Background: an optimization exercise with open tools, aiming at small area, a short achievable clock period and few clock cycles. Do not read the settings as production practice. Function not checked in this run: the RTL went through the layout flow alone.

File: flow/design.v
module crc16_f8 (input wire [15:0] c, input wire [63:0] d, output wire [15:0] o);
    wire t0 = c[13] ^ d[61];
    wire t1 = c[14] ^ d[62];
    wire t2 = c[15] ^ d[63];
    wire t3 = d[31] ^ d[32];
    wire t4 = d[33] ^ d[34];
    wire t5 = d[35] ^ d[36];
    wire t6 = d[37] ^ d[38];
    wire t7 = d[39] ^ d[40];
    wire t8 = c[0] ^ d[48];
    wire t9 = c[12] ^ d[60];
    wire t10 = c[1] ^ d[49];
    wire t11 = c[2] ^ d[50];
    wire t12 = c[3] ^ d[51];
    wire t13 = c[4] ^ d[52];
    wire t14 = c[5] ^ d[53];
    wire t15 = c[6] ^ d[54];
    wire t16 = t0 ^ t1;
    wire t17 = t10 ^ t2;
    wire t18 = d[10] ^ t7;
    wire t19 = d[17] ^ t3;
    wire t20 = d[19] ^ t4;
    wire t21 = d[21] ^ t5;
    wire t22 = d[23] ^ t6;
    wire t23 = d[47] ^ t16;
    wire t24 = d[11] ^ d[12];
    wire t25 = d[16] ^ d[18];
    wire t26 = d[1] ^ d[2];
    wire t27 = d[20] ^ d[22];
    wire t28 = d[24] ^ d[26];
    wire t29 = d[25] ^ d[9];
    wire t30 = d[3] ^ d[4];
    wire t31 = d[46] ^ d[5];
    wire t32 = d[6] ^ d[7];
    wire t33 = t11 ^ t15;
    wire t34 = t12 ^ t29;
    wire t35 = t13 ^ t27;
    wire t36 = t14 ^ t24;
    wire t37 = t25 ^ t8;
    wire t38 = t17 ^ t19;
    wire t39 = t18 ^ t22;
    wire t40 = t20 ^ t21;
    wire t41 = t32 ^ t35;
    wire t42 = d[8] ^ t33;
    wire t43 = t23 ^ t40;
    wire t44 = t34 ^ t39;
    wire t45 = t30 ^ t38;
    wire t46 = c[7] ^ d[55];
    wire t47 = d[0] ^ d[30];
    wire t48 = d[13] ^ d[41];
    wire t49 = c[8] ^ d[56];
    wire t50 = d[14] ^ d[42];
    wire t51 = c[9] ^ d[57];
    wire t52 = c[10] ^ d[58];
    wire t53 = c[11] ^ d[59];
    wire t54 = t26 ^ t28;
    wire t55 = t31 ^ t9;
    wire t56 = t36 ^ t37;
    wire t57 = t41 ^ t42;
    wire t58 = t54 ^ t56;
    wire t59 = t43 ^ t44;
    wire t60 = t45 ^ t57;
    wire t61 = t59 ^ t60;
    wire t62 = t58 ^ t61;
    wire t63 = d[15] ^ d[43];
    wire t64 = t46 ^ t48;
    wire t65 = t49 ^ t50;
    wire t66 = t1 ^ t2;
    wire t67 = d[45] ^ t47;
    wire t68 = d[29] ^ t51;
    wire t69 = d[30] ^ t52;
    wire t70 = d[44] ^ t53;
    wire t71 = t55 ^ t67;
    wire t72 = d[27] ^ t64;
    wire t73 = d[28] ^ t65;
    wire t74 = t63 ^ t71;
    wire t75 = t72 ^ t74;
    wire t76 = t75 ^ t62;
    wire t77 = d[44] ^ t31;
    wire t78 = t77 ^ t72;
    wire t79 = t73 ^ t78;
    wire t80 = t79 ^ t62;
    wire t81 = d[16] ^ d[1];
    wire t82 = d[31] ^ d[46];
    wire t83 = t0 ^ t47;
    wire t84 = t81 ^ t82;
    wire t85 = t9 ^ t68;
    wire t86 = t83 ^ t84;
    wire t87 = t73 ^ t85;
    wire t88 = t86 ^ t87;
    wire t89 = t26 ^ t63;
    wire t90 = t19 ^ t68;
    wire t91 = t69 ^ t89;
    wire t92 = t23 ^ t90;
    wire t93 = t91 ^ t92;
    wire t94 = d[2] ^ d[33];
    wire t95 = d[3] ^ t3;
    wire t96 = t94 ^ t37;
    wire t97 = t66 ^ t69;
    wire t98 = t70 ^ t95;
    wire t99 = t96 ^ t97;
    wire t100 = t98 ^ t99;
    wire t101 = d[45] ^ t53;
    wire t102 = t9 ^ t101;
    wire t103 = t20 ^ t102;
    wire t104 = t103 ^ t45;
    wire t105 = d[18] ^ d[20];
    wire t106 = d[32] ^ d[35];
    wire t107 = d[4] ^ t0;
    wire t108 = t105 ^ t106;
    wire t109 = t11 ^ t4;
    wire t110 = t107 ^ t108;
    wire t111 = t109 ^ t55;
    wire t112 = t110 ^ t111;
    wire t113 = d[5] ^ d[6];
    wire t114 = t113 ^ t12;
    wire t115 = t114 ^ t43;
    wire t116 = d[34] ^ d[37];
    wire t117 = t116 ^ t5;
    wire t118 = t8 ^ t117;
    wire t119 = t66 ^ t118;
    wire t120 = t41 ^ t119;
    wire t121 = d[7] ^ d[8];
    wire t122 = t121 ^ t14;
    wire t123 = t122 ^ t17;
    wire t124 = t21 ^ t22;
    wire t125 = t123 ^ t124;
    wire t126 = d[22] ^ d[24];
    wire t127 = d[36] ^ d[39];
    wire t128 = d[9] ^ t126;
    wire t129 = t127 ^ t6;
    wire t130 = t128 ^ t129;
    wire t131 = t130 ^ t42;
    wire t132 = t46 ^ t44;
    wire t133 = d[11] ^ d[38];
    wire t134 = d[41] ^ t13;
    wire t135 = t133 ^ t28;
    wire t136 = t49 ^ t134;
    wire t137 = t135 ^ t18;
    wire t138 = t136 ^ t137;
    wire t139 = d[25] ^ d[27];
    wire t140 = d[41] ^ d[42];
    wire t141 = t139 ^ t140;
    wire t142 = t51 ^ t7;
    wire t143 = t141 ^ t142;
    wire t144 = t36 ^ t143;
    wire t145 = d[12] ^ d[26];
    wire t146 = d[28] ^ d[40];
    wire t147 = d[42] ^ d[43];
    wire t148 = t145 ^ t146;
    wire t149 = t147 ^ t15;
    wire t150 = t48 ^ t52;
    wire t151 = t148 ^ t149;
    wire t152 = t150 ^ t151;
    wire t153 = d[15] ^ d[29];
    wire t154 = t153 ^ t50;
    wire t155 = t154 ^ t70;
    wire t156 = t155 ^ t71;
    wire t157 = t156 ^ t62;
    assign o[0] = t76;
    assign o[1] = t80;
    assign o[2] = t88;
    assign o[3] = t93;
    assign o[4] = t100;
    assign o[5] = t104;
    assign o[6] = t112;
    assign o[7] = t115;
    assign o[8] = t120;
    assign o[9] = t125;
    assign o[10] = t131;
    assign o[11] = t132;
    assign o[12] = t138;
    assign o[13] = t144;
    assign o[14] = t152;
    assign o[15] = t157;
endmodule
module crc16_corr (input wire [15:0] c, input wire [2:0] m, output wire [15:0] o);
    wire [15:0] a1, a2, a3, z;
    reg  [15:0] y;
    assign a1[0] = c[0] ^ c[2] ^ c[4] ^ c[6] ^ c[8];
    assign a1[1] = c[1] ^ c[3] ^ c[5] ^ c[7] ^ c[9];
    assign a1[2] = c[10];
    assign a1[3] = c[11];
    assign a1[4] = c[12];
    assign a1[5] = c[13];
    assign a1[6] = c[14];
    assign a1[7] = c[0] ^ c[15];
    assign a1[8] = c[0] ^ c[1];
    assign a1[9] = c[0] ^ c[1] ^ c[2];
    assign a1[10] = c[0] ^ c[1] ^ c[2] ^ c[3];
    assign a1[11] = c[0] ^ c[1] ^ c[2] ^ c[3] ^ c[4];
    assign a1[12] = c[0] ^ c[1] ^ c[2] ^ c[3] ^ c[4] ^ c[5];
    assign a1[13] = c[0] ^ c[1] ^ c[2] ^ c[3] ^ c[4] ^ c[5] ^ c[6];
    assign a1[14] = c[0] ^ c[1] ^ c[2] ^ c[3] ^ c[4] ^ c[5] ^ c[6] ^ c[7];
    assign a1[15] = c[1] ^ c[3] ^ c[5] ^ c[7];
    assign a2[0] = c[1] ^ c[2] ^ c[4] ^ c[6] ^ c[8] ^ c[10] ^ c[12] ^ c[14];
    assign a2[1] = c[2] ^ c[3] ^ c[5] ^ c[7] ^ c[9] ^ c[11] ^ c[13] ^ c[15];
    assign a2[2] = c[0] ^ c[1] ^ c[2] ^ c[3];
    assign a2[3] = c[0] ^ c[1] ^ c[2] ^ c[3] ^ c[4];
    assign a2[4] = c[0] ^ c[1] ^ c[2] ^ c[3] ^ c[4] ^ c[5];
    assign a2[5] = c[0] ^ c[1] ^ c[2] ^ c[3] ^ c[4] ^ c[5] ^ c[6];
    assign a2[6] = c[0] ^ c[1] ^ c[2] ^ c[3] ^ c[4] ^ c[5] ^ c[6] ^ c[7];
    assign a2[7] = c[0] ^ c[1] ^ c[2] ^ c[3] ^ c[4] ^ c[5] ^ c[6] ^ c[7] ^ c[8];
    assign a2[8] = c[0] ^ c[1] ^ c[2] ^ c[3] ^ c[4] ^ c[5] ^ c[6] ^ c[7] ^ c[8] ^ c[9];
    assign a2[9] = c[0] ^ c[1] ^ c[2] ^ c[3] ^ c[4] ^ c[5] ^ c[6] ^ c[7] ^ c[8] ^ c[9] ^ c[10];
    assign a2[10] = c[0] ^ c[1] ^ c[2] ^ c[3] ^ c[4] ^ c[5] ^ c[6] ^ c[7] ^ c[8] ^ c[9] ^ c[10] ^ c[11];
    assign a2[11] = c[0] ^ c[1] ^ c[2] ^ c[3] ^ c[4] ^ c[5] ^ c[6] ^ c[7] ^ c[8] ^ c[9] ^ c[10] ^ c[11] ^ c[12];
    assign a2[12] = c[0] ^ c[1] ^ c[2] ^ c[3] ^ c[4] ^ c[5] ^ c[6] ^ c[7] ^ c[8] ^ c[9] ^ c[10] ^ c[11] ^ c[12] ^ c[13];
    assign a2[13] = c[0] ^ c[1] ^ c[2] ^ c[3] ^ c[4] ^ c[5] ^ c[6] ^ c[7] ^ c[8] ^ c[9] ^ c[10] ^ c[11] ^ c[12] ^ c[13] ^ c[14];
    assign a2[14] = c[1] ^ c[2] ^ c[3] ^ c[4] ^ c[5] ^ c[6] ^ c[7] ^ c[8] ^ c[9] ^ c[10] ^ c[11] ^ c[12] ^ c[13] ^ c[14] ^ c[15];
    assign a2[15] = c[0] ^ c[1] ^ c[3] ^ c[5] ^ c[7] ^ c[9] ^ c[11] ^ c[13] ^ c[15];
    assign a3[0] = c[1] ^ c[2] ^ c[5] ^ c[6] ^ c[9] ^ c[10] ^ c[12] ^ c[14];
    assign a3[1] = c[2] ^ c[3] ^ c[6] ^ c[7] ^ c[10] ^ c[11] ^ c[13] ^ c[15];
    assign a3[2] = c[0] ^ c[1] ^ c[2] ^ c[3] ^ c[4] ^ c[5] ^ c[6] ^ c[7] ^ c[8] ^ c[9] ^ c[10] ^ c[11];
    assign a3[3] = c[0] ^ c[1] ^ c[2] ^ c[3] ^ c[4] ^ c[5] ^ c[6] ^ c[7] ^ c[8] ^ c[9] ^ c[10] ^ c[11] ^ c[12];
    assign a3[4] = c[0] ^ c[1] ^ c[2] ^ c[3] ^ c[4] ^ c[5] ^ c[6] ^ c[7] ^ c[8] ^ c[9] ^ c[10] ^ c[11] ^ c[12] ^ c[13];
    assign a3[5] = c[0] ^ c[1] ^ c[2] ^ c[3] ^ c[4] ^ c[5] ^ c[6] ^ c[7] ^ c[8] ^ c[9] ^ c[10] ^ c[11] ^ c[12] ^ c[13] ^ c[14];
    assign a3[6] = c[1] ^ c[2] ^ c[3] ^ c[4] ^ c[5] ^ c[6] ^ c[7] ^ c[8] ^ c[9] ^ c[10] ^ c[11] ^ c[12] ^ c[13] ^ c[14] ^ c[15];
    assign a3[7] = c[0] ^ c[2] ^ c[3] ^ c[4] ^ c[5] ^ c[6] ^ c[7] ^ c[8] ^ c[9] ^ c[10] ^ c[11] ^ c[12] ^ c[13] ^ c[14] ^ c[15];
    assign a3[8] = c[1] ^ c[3] ^ c[4] ^ c[5] ^ c[6] ^ c[7] ^ c[8] ^ c[9] ^ c[10] ^ c[11] ^ c[12] ^ c[13] ^ c[14] ^ c[15];
    assign a3[9] = c[0] ^ c[2] ^ c[4] ^ c[5] ^ c[6] ^ c[7] ^ c[8] ^ c[9] ^ c[10] ^ c[11] ^ c[12] ^ c[13] ^ c[14] ^ c[15];
    assign a3[10] = c[1] ^ c[3] ^ c[5] ^ c[6] ^ c[7] ^ c[8] ^ c[9] ^ c[10] ^ c[11] ^ c[12] ^ c[13] ^ c[14] ^ c[15];
    assign a3[11] = c[0] ^ c[2] ^ c[4] ^ c[6] ^ c[7] ^ c[8] ^ c[9] ^ c[10] ^ c[11] ^ c[12] ^ c[13] ^ c[14] ^ c[15];
    assign a3[12] = c[1] ^ c[3] ^ c[5] ^ c[7] ^ c[8] ^ c[9] ^ c[10] ^ c[11] ^ c[12] ^ c[13] ^ c[14] ^ c[15];
    assign a3[13] = c[0] ^ c[2] ^ c[4] ^ c[6] ^ c[8] ^ c[9] ^ c[10] ^ c[11] ^ c[12] ^ c[13] ^ c[14] ^ c[15];
    assign a3[14] = c[1] ^ c[3] ^ c[5] ^ c[7] ^ c[9] ^ c[10] ^ c[11] ^ c[12] ^ c[13] ^ c[14] ^ c[15];
    assign a3[15] = c[0] ^ c[1] ^ c[4] ^ c[5] ^ c[8] ^ c[9] ^ c[11] ^ c[13] ^ c[15];
    assign z[0] = y[1] ^ y[5] ^ y[6] ^ y[9] ^ y[10] ^ y[13] ^ y[14];
    assign z[1] = y[2] ^ y[6] ^ y[7] ^ y[10] ^ y[11] ^ y[14] ^ y[15];
    assign z[2] = y[1] ^ y[3] ^ y[5] ^ y[6] ^ y[7] ^ y[8] ^ y[9] ^ y[10] ^ y[11] ^ y[12] ^ y[13] ^ y[14] ^ y[15];
    assign z[3] = y[0] ^ y[2] ^ y[4] ^ y[6] ^ y[7] ^ y[8] ^ y[9] ^ y[10] ^ y[11] ^ y[12] ^ y[13] ^ y[14] ^ y[15];
    assign z[4] = y[1] ^ y[3] ^ y[5] ^ y[7] ^ y[8] ^ y[9] ^ y[10] ^ y[11] ^ y[12] ^ y[13] ^ y[14] ^ y[15];
    assign z[5] = y[0] ^ y[2] ^ y[4] ^ y[6] ^ y[8] ^ y[9] ^ y[10] ^ y[11] ^ y[12] ^ y[13] ^ y[14] ^ y[15];
    assign z[6] = y[1] ^ y[3] ^ y[5] ^ y[7] ^ y[9] ^ y[10] ^ y[11] ^ y[12] ^ y[13] ^ y[14] ^ y[15];
    assign z[7] = y[0] ^ y[2] ^ y[4] ^ y[6] ^ y[8] ^ y[10] ^ y[11] ^ y[12] ^ y[13] ^ y[14] ^ y[15];
    assign z[8] = y[1] ^ y[3] ^ y[5] ^ y[7] ^ y[9] ^ y[11] ^ y[12] ^ y[13] ^ y[14] ^ y[15];
    assign z[9] = y[0] ^ y[2] ^ y[4] ^ y[6] ^ y[8] ^ y[10] ^ y[12] ^ y[13] ^ y[14] ^ y[15];
    assign z[10] = y[1] ^ y[3] ^ y[5] ^ y[7] ^ y[9] ^ y[11] ^ y[13] ^ y[14] ^ y[15];
    assign z[11] = y[0] ^ y[2] ^ y[4] ^ y[6] ^ y[8] ^ y[10] ^ y[12] ^ y[14] ^ y[15];
    assign z[12] = y[1] ^ y[3] ^ y[5] ^ y[7] ^ y[9] ^ y[11] ^ y[13] ^ y[15];
    assign z[13] = y[2] ^ y[4] ^ y[6] ^ y[8] ^ y[10] ^ y[12] ^ y[14];
    assign z[14] = y[0] ^ y[3] ^ y[5] ^ y[7] ^ y[9] ^ y[11] ^ y[13] ^ y[15];
    assign z[15] = y[0] ^ y[4] ^ y[5] ^ y[8] ^ y[9] ^ y[12] ^ y[13];
    always @(*) begin
        case (m[1:0])
        2'd0: y = c;
        2'd1: y = a1;
        2'd2: y = a2;
        default: y = a3;
        endcase
    end
    assign o = m[2] ? z : y;
endmodule
module frm_pack (
    input  wire        clk,
    input  wire        rst,
    input  wire        start,
    input  wire [7:0]  ft,
    input  wire [7:0]  sub,
    input  wire [15:0] cmd,          
    input  wire [7:0]  dlen,
    input  wire [11:0] plen,         
    output wire        idle,
    input  wire        pi_valid,
    output wire        pi_ready,
    input  wire [3:0]  pi_count,
    input  wire [63:0] pi_data,      
    output wire        fo_valid,
    input  wire        fo_ready,
    output wire [28:0] fo_id,
    output wire [3:0]  fo_len,
    output wire [63:0] fo_data,      
    output wire        done,
    output wire [7:0]  status,
    output wire [7:0]  subcode
);
    localparam [7:0]  HOST_ID  = 8'h08;
    localparam [11:0] MAX_PLEN = 12'd2034;    
    localparam [15:0] HDR_INIT = 16'h427B;
    reg         act;         
    reg         idle_r;
    reg         done_r;      
    reg         lastf;       
    reg         refused;
    reg         pok;         
    reg         fv;          
    reg  [7:0]  op_sub;
    reg         op_multi;
    reg  [7:0]  fcnt;        
    reg  [63:0] F;
    reg  [3:0]  f;
    reg  [63:0] R;
    reg  [3:0]  r;
    reg  [2:0]  rp;
    reg  [11:0] rem;         
    reg  [1:0]  tc;          
    reg  [15:0] crc;
    reg  [2:0]  cm;          
    assign done     = done_r | (lastf & fo_ready);
    assign idle     = idle_r | (lastf & fo_ready);
    assign pi_ready = pok & ((r == 4'd0) | ((rp == 3'd4) & ((f == 4'd0) | (fv & fo_ready))));
    assign fo_valid = fv;
    assign fo_id    = {HOST_ID, op_sub, op_multi, fcnt, 4'hF};
    assign fo_len   = f;
    assign fo_data  = F;
    assign status   = {8{refused}};
    assign subcode  = {6'd0, refused, refused};
    wire        take    = pi_valid & pi_ready;
    wire        begin_op = start & idle;
    wire [15:0] crc_fix;
    crc16_corr u_corr (.c(crc), .m(cm), .o(crc_fix));
    reg  [63:0] mask;
    integer j;
    always @(*) begin
        for (j = 0; j < 8; j = j + 1)
            mask[63 - 8 * j -: 8] = {8{pi_count > j}};
    end
    wire        hsel = ~pok;
    wire [15:0] f8_c = hsel ? HDR_INIT : crc;
    wire [63:0] f8_d = hsel ? {24'd0, ft, sub, cmd, dlen} : (pi_data & mask);
    wire [15:0] f8_o;
    crc16_f8 u_f8 (.c(f8_c), .d(f8_d), .o(f8_o));
    wire        send    = fv & fo_ready;
    wire        rem_last = (rem[11:4] == 8'd0) & (rem[3:0] == pi_count);
    wire        last    = lastf & fo_ready;
    wire        free    = send | (f == 4'd0);
    wire        mv      = free & (rp == 3'd4) & (r != 4'd0);    
    wire [3:0]  f_base  = free ? (mv ? r : 4'd0) : f;
    wire [3:0]  r_base  = mv ? 4'd0 : r;
    wire        fcount  = pi_count[3] | rem_last;                
    wire        fast    = take & fcount & (r_base == 4'd0) & (f_base == 4'd4);
    wire        rload   = take & ~fast;
    wire        ins_r   = (r_base != 4'd0) & ~f_base[3];
    wire        tail    = act & (rem == 12'd0) & (r_base == 4'd0)
                          & (tc != 2'd0) & ~f_base[3];
    wire        ins0    = ins_r | tail;
    wire        ins1    = tail & tc[1] & (f_base != 4'd7);
    wire [7:0]  r_byte  = R[63 - 8 * rp -: 8];
    wire [7:0]  h0      = tail ? (tc[1] ? crc_fix[15:8] : crc_fix[7:0]) : r_byte;
    wire [7:0]  h1      = crc_fix[7:0];
    wire [3:0]  cin4    = (pi_count > 4'd4) ? 4'd4 : pi_count;
    reg  [63:0] F_n;
    always @(*) begin
        for (j = 0; j < 8; j = j + 1) begin
            if (ins0 && f_base == j)
                F_n[63 - 8 * j -: 8] = h0;
            else if (ins1 && f_base == j - 1)
                F_n[63 - 8 * j -: 8] = h1;
            else if (fast && j >= 4)
                F_n[63 - 8 * j -: 8] = pi_data[63 - 8 * (j - 4) -: 8];
            else if (mv && j < 4)
                F_n[63 - 8 * j -: 8] = R[31 - 8 * j -: 8];
            else
                F_n[63 - 8 * j -: 8] = F[63 - 8 * j -: 8];
        end
    end
    wire [3:0]  f_n   = f_base + (fast ? cin4 : 4'd0) + {3'd0, ins0} + {3'd0, ins1};
    wire [1:0]  tc_n  = tail ? (tc - {1'b0, ins0} - {1'b0, ins1}) : tc;
    wire [11:0] rem_n = take ? (rem - {8'd0, pi_count}) : rem;
    wire        fv_n  = act & ~last & (f_n[3] | ((tc_n == 2'd0) & (f_n != 4'd0)));
    wire [12:0] nm1   = {1'b0, plen} + 13'd5;       
    always @(posedge clk) begin
        F <= F_n;
        if (rst) begin
            act     <= 1'b0;
            idle_r  <= 1'b1;
            done_r  <= 1'b0;
            lastf   <= 1'b0;
            pok     <= 1'b0;
            fv      <= 1'b0;
        end else begin
            done_r <= 1'b0;
            if (begin_op) begin
                refused <= (plen > MAX_PLEN);
                done_r  <= (plen > MAX_PLEN);
                act     <= (plen <= MAX_PLEN);
                idle_r  <= (plen > MAX_PLEN);
                pok     <= (plen != 12'd0) & (plen <= MAX_PLEN);
                lastf   <= 1'b0;
                op_sub   <= sub;
                op_multi <= (plen >= 12'd3);
                fcnt     <= nm1[10:3];
                R[31:0]  <= {ft, cmd, dlen};
                rp       <= 3'd4;
                r        <= 4'd4;
                f        <= 4'd0;
                rem      <= plen;
                tc       <= 2'd2;
                crc      <= f8_o;
                cm       <= 3'd0;
                fv       <= 1'b0;
            end else begin
                if (last) begin
                    act    <= 1'b0;
                    idle_r <= 1'b1;
                end
                if (send)
                    fcnt <= fcnt - 8'd1;
                lastf <= fv_n & (send ? (fcnt == 8'd1) : (fcnt == 8'd0));
                f   <= f_n;
                tc  <= tc_n;
                rem <= rem_n;
                fv  <= fv_n;
                if (take)
                    R <= pi_data;
                if (fast) begin
                    r  <= (pi_count > 4'd4) ? pi_count - 4'd4 : 4'd0;
                    rp <= 3'd4;
                end else if (rload) begin
                    r  <= pi_count;
                    rp <= 3'd0;
                end else if (ins_r) begin
                    r  <= r_base - 4'd1;
                    rp <= rp + 3'd1;
                end else begin
                    r  <= r_base;
                end
                if (take) begin
                    crc <= f8_o;
                    cm  <= 3'd0 - pi_count[2:0];
                end else begin
                    crc <= crc_fix;
                    cm  <= 3'd0;
                end
                pok <= act & ~last & (take ? (~rem_last & pi_count[3]) : (rem != 12'd0));
            end
        end
    end
endmodule
File: flow/flow/run.sh
#!/bin/bash
# The standard layout (standard.sh) with buf_1 cells as the port buffers.
# ORFS writes each step's log under orfs/logs; the make output goes to flow.log.
set -euo pipefail
sed 's|"\${@:-finish}"|"BUFFER_PORTS_ARGS=-buffer_cell sky130_fd_sc_hd__buf_1" "${@:-finish}"|' standard.sh > standard_own.sh
grep -q 'BUFFER_PORTS_ARGS=' standard_own.sh
bash standard_own.sh > flow.log 2>&1
File: flow/standard.sh
#!/bin/bash
# synth_recipe.tcl (not shown) runs the flow's synth.tcl, then flattens the netlist and writes it again
# the make line also repeats each setting of config.mk as NAME=value (left out here)
make -C /OpenROAD-flow-scripts/flow DESIGN_CONFIG=/design/flow/config.mk WORK_HOME=/design/flow/orfs CLKGATE_MAP_FILE= SYNTH_SCRIPT=/design/flow/synth_recipe.tcl "${@:-finish}"
File: flow/config.mk
export PLATFORM = sky130hd
export DESIGN_NAME = frm_pack
export DESIGN_NICKNAME = frm_pack
export VERILOG_FILES = /design/flow/design.v
export SDC_FILE = /design/flow/constraint.sdc
export NUM_CORES = 4
export LEC_CHECK = 0
export CAP_MARGIN = 20
export CORE_MARGIN = 2
export CORE_UTILIZATION = 40
export PLACE_DENSITY = 0.6
export SETUP_SLACK_MARGIN = 5
export SLEW_MARGIN = 20
File: flow/constraint.sdc
create_clock -name core_clock -period 10.0 [get_ports {clk}]
set_input_delay 2.0000 -clock core_clock [delete_from_list [all_inputs] [get_ports {clk}]]
set_output_delay 2.0000 -clock core_clock [all_outputs]
set_load 0.01 [all_outputs]
==> flow_metrics.py <==
metrics = {
    "outcome": {
        "status": "timing/DRC/antenna clean",
    },
    "route": {
        "via_count": 13952,
        "drtIter0Drc": 1561,
        "vias_per_cell": 5.775,
        "avgRoutedWirePerCell_um": 23.60,
        "dr.pass1.iters": 6,
        "ant_nets": 0,
        "drc": 0,
        "routed_wl_um": 57010,
    },
    "timing": {
        "setup_slack_ns": 4.971,
        "whs_ns": 0.6106,
        "fin_setup_tns_ns": 0,
        "finClkSkew_ns": 0.01536,
        "slew_headroom_pct": 30.93,
        "grt_setup_unrepaired": "true",
        "slew_violations": 0,
        "tightest_slew_ns": 1.032,
        "finalSetupViolations": 0,
        "post-route-min-period_ns": 5.029,
        "fmax_mhz": 198.8,
        "fin_crit_sh_pct": 50.29,
        "finalHoldViolations": 0,
    },
    "synth": {
        "synth_cell_types": 77,
        "syn_inst": 1635,
        "synth_seq_cells": 196,
        "ys.flop_type": "edfxtp_1",
        "synth_edf_count": 190,
        "syn-cell-area_um2": 15880,
        "async_reset_ff_share_pct": 0,
        "seq_area_frac_synth_pct": 36.69,
        "yosys_warnings": 10,
        "postSynthAreaPerCell_um2": 9.712,
    },
    "worst_setup_path": {
        "arrival_ns": 5.38,
        "endpoint_kind": "flop",
        "crit_type": "input pin to flop",
        "reg2reg_depth": 11,
        "crit_path_max_fanout": 8,
        "crit_required_ns": 10.35,
        "startpoint_type": "input pin",
    },
    "global_routing": {
        "grt_pass1_wl_um": 82010,
        "gr-total-overflow": 0,
        "grt_max_degree": 77,
        "antenna_found_initial": 0,
        "gr-usage-all-layers_pct": 26.69,
        "grt_pass1_vias": 12806,
    },
    "cells_and_area": {
        "syn_to_final_growth_pct": 18.53,
        "drive_gt1_share_pct": 14.07,
        "layout_commonest_cell": "nand2_1",
        "fin_cells": 2416,
        "n_fill_cell": 3677,
        "stdcell_area_um2": 18820,
        "num-nets-final": 2038,
        "final_cell_mix": "nand2_1 (227), buf_1 (217), edfxtp_1 (190), xnor2_1 (187), nor2_1 (112)",
        "num_antenna_cells": 0,
    },
    "die": {
        "initial_core_util_pct": 40.80,
        "die_y_um": 203.2,
        "die_w_um": 203.2,
        "dieArea_um2": 41310,
        "core_area_um2": 38920,
        "num_rows": 72,
        "io_pins": 242,
    },
    "placed_design": {
        "pre_cts_ws_ns": 3.606,
        "hpwl_um": 42810,
        "dp_cells": 2296,
        "portBuffers": 223,
        "gp_congestion": 0.9470,
        "place_area_um2": 17110,
    },
    "clock_tree": {
        "numCtsBuffers": 17,
        "cts.sinks": 196,
        "clk_pin_slew_ns": 0.08,
        "cts_max_level": 4,
        "clk_latency_ns": 0.46,
        "cts_max_path_buffers": 2,
        "root_buffer": "clkbuf_16",
        "cts_tree": "done",
    },
    "flow_run": {
        "maxCapViolations": 0,
    },
    "worst_hold_path": {
        "min_path_type": "flop to flop",
        "hold_depth": 2,
    },
}
-- stage by stage --
step                      util [%]
after floorplan                  -
after global placement       43.96
after detailed placement     43.96
after CTS                    47.06
after global routing         48.36
final                        48.36
-- synth_stat cells, types with 13 or more instances --
cell      count  area, µm²
a211oi_1     19      142.6
a21oi_1     105      525.5
a22oi_1      33      247.7
and3_1       19      118.9
buf_4        36      270.3
clkbuf_1     67      251.5
edfxtp_1    190       5705
ha_1         24      300.3
inv_1        38      142.6
mux2i_1      67      670.6
nand2_1     237      889.6
nand3_1      23      115.1
nand4_1      14      87.58
nor2_1      120      450.4
nor2b_1      17      106.4
nor3_1       21      105.1
o21ai_0      87      435.4
or3_1        13      81.33
xnor2_1     198       1734
xnor3_1      36      810.8
xor2_1       60      525.5
-- repair_timing --
action	4_1_cts	5_1_grt
setup buffers	44	43
pin swaps	17	39
gates cloned	1	0
gates resized for setup	59	45
hold endpoints to repair	0	0
hold buffers	0	0
setup endpoints to repair	74	54
-- flip-flops by register name, summed over array words and instances, names as in the netlist --
| register | cells |
|---|---|
| R | 64 |
| pok | 1 |
| cm | 3 |
| op_multi | 1 |
| idle_r | 1 |
| refused | 1 |
| f | 4 |
| tc | 2 |
| rp | 3 |
| fv | 1 |
| rem | 12 |
| r | 4 |
| crc | 16 |
| op_sub | 8 |
| done_r | 1 |
| lastf | 1 |
| act | 1 |
| F | 64 |
| fcnt | 8 |
-- per-layer routing --
layer  wire [µm]  vias up  GRT usage [%]
li1            -     6301              -
met3        5886      103          5.593
met2       25820      837          41.87
met4        1482        0          7.195
met5           0        -              0
met1       23830     6711          37.43
-- critical path, cell delays in order --
cell and delay, ns:
buf_8 0.09, nand2_8 0.06, o41ai_4 0.09, and2_4 0.26, a22o_4 0.17, and2_4 0.16, nand2_2 0.07, or3_4 0.41
nor2_4 0.13, nand2_2 0.08, fa_2 0.57, inv_2 0.05, ha_4 0.15, a21o_1 0.16, a21oi_2 0.14, xnor2_1 0.14
xnor2_1 0.15, xnor2_1 0.13, a2111oi_1 0.37
-- area by class of cell --
type | instances | area (µm²) | area share, %
Timing Repair Buffer | 329 | 1694 | 9.001
Multi-Input combinational cell | 1298 | 9891 | 52.55
Clock inverter | 14 | 167.7 | 0.8908
Inverter | 43 | 163.9 | 0.8709
Tap cell | 518 | 648.1 | 3.444
Clock buffer | 18 | 429.2 | 2.280
Sequential cell | 196 | 5827 | 30.96
-- cell families after synthesis --
family | synth area share (%)
AOI/OAI and AO/OA | 14.04
xor gates and xnor gates | 21.68
adders and majority gates | 2.395
buffers and inverters | 4.602
DFF | 36.69
muxes | 6.209
other | 0.04730
and+or+nand+nor | 14.33
-- final timing paths --
check / from / endpoint / slack (ns)
worst min register to register: act / lastf / 0.61
worst max register to register: crc[5] / F[0] / 5.15
worst max-delay path: fo_ready / lastf / 4.97
worst min-delay path: act / lastf / 0.61

re-timing with driven ports:
The flow's constraints put no driver on any port. The routed layout listed below was extracted and timed again, unchanged, in two steps.
Step 1: set_driving_cell puts a clkbuf_16 on clk and a buf_2 on each other input, an assumption about the parent block.
Step 2 moves the port delays by t, midway between the first and last clock arrival at a register: inputs arrive t later, outputs are due t later. That takes back most of the time a late clock gives input paths.
Three values: ideal, step 1, step 2; two values: the first two.
t (ns): 0.506
slack for setup (ns): 4.971 / 4.969 / 4.464
hold WS [ns]: 0.611 / 0.611 / 0.611
pins driven straight from the clock port: 1
After both steps setup and hold are still met in this run. For this run, drivers alone change the setup slack by -0.002 ns; drivers and shift together by -0.507 ns.
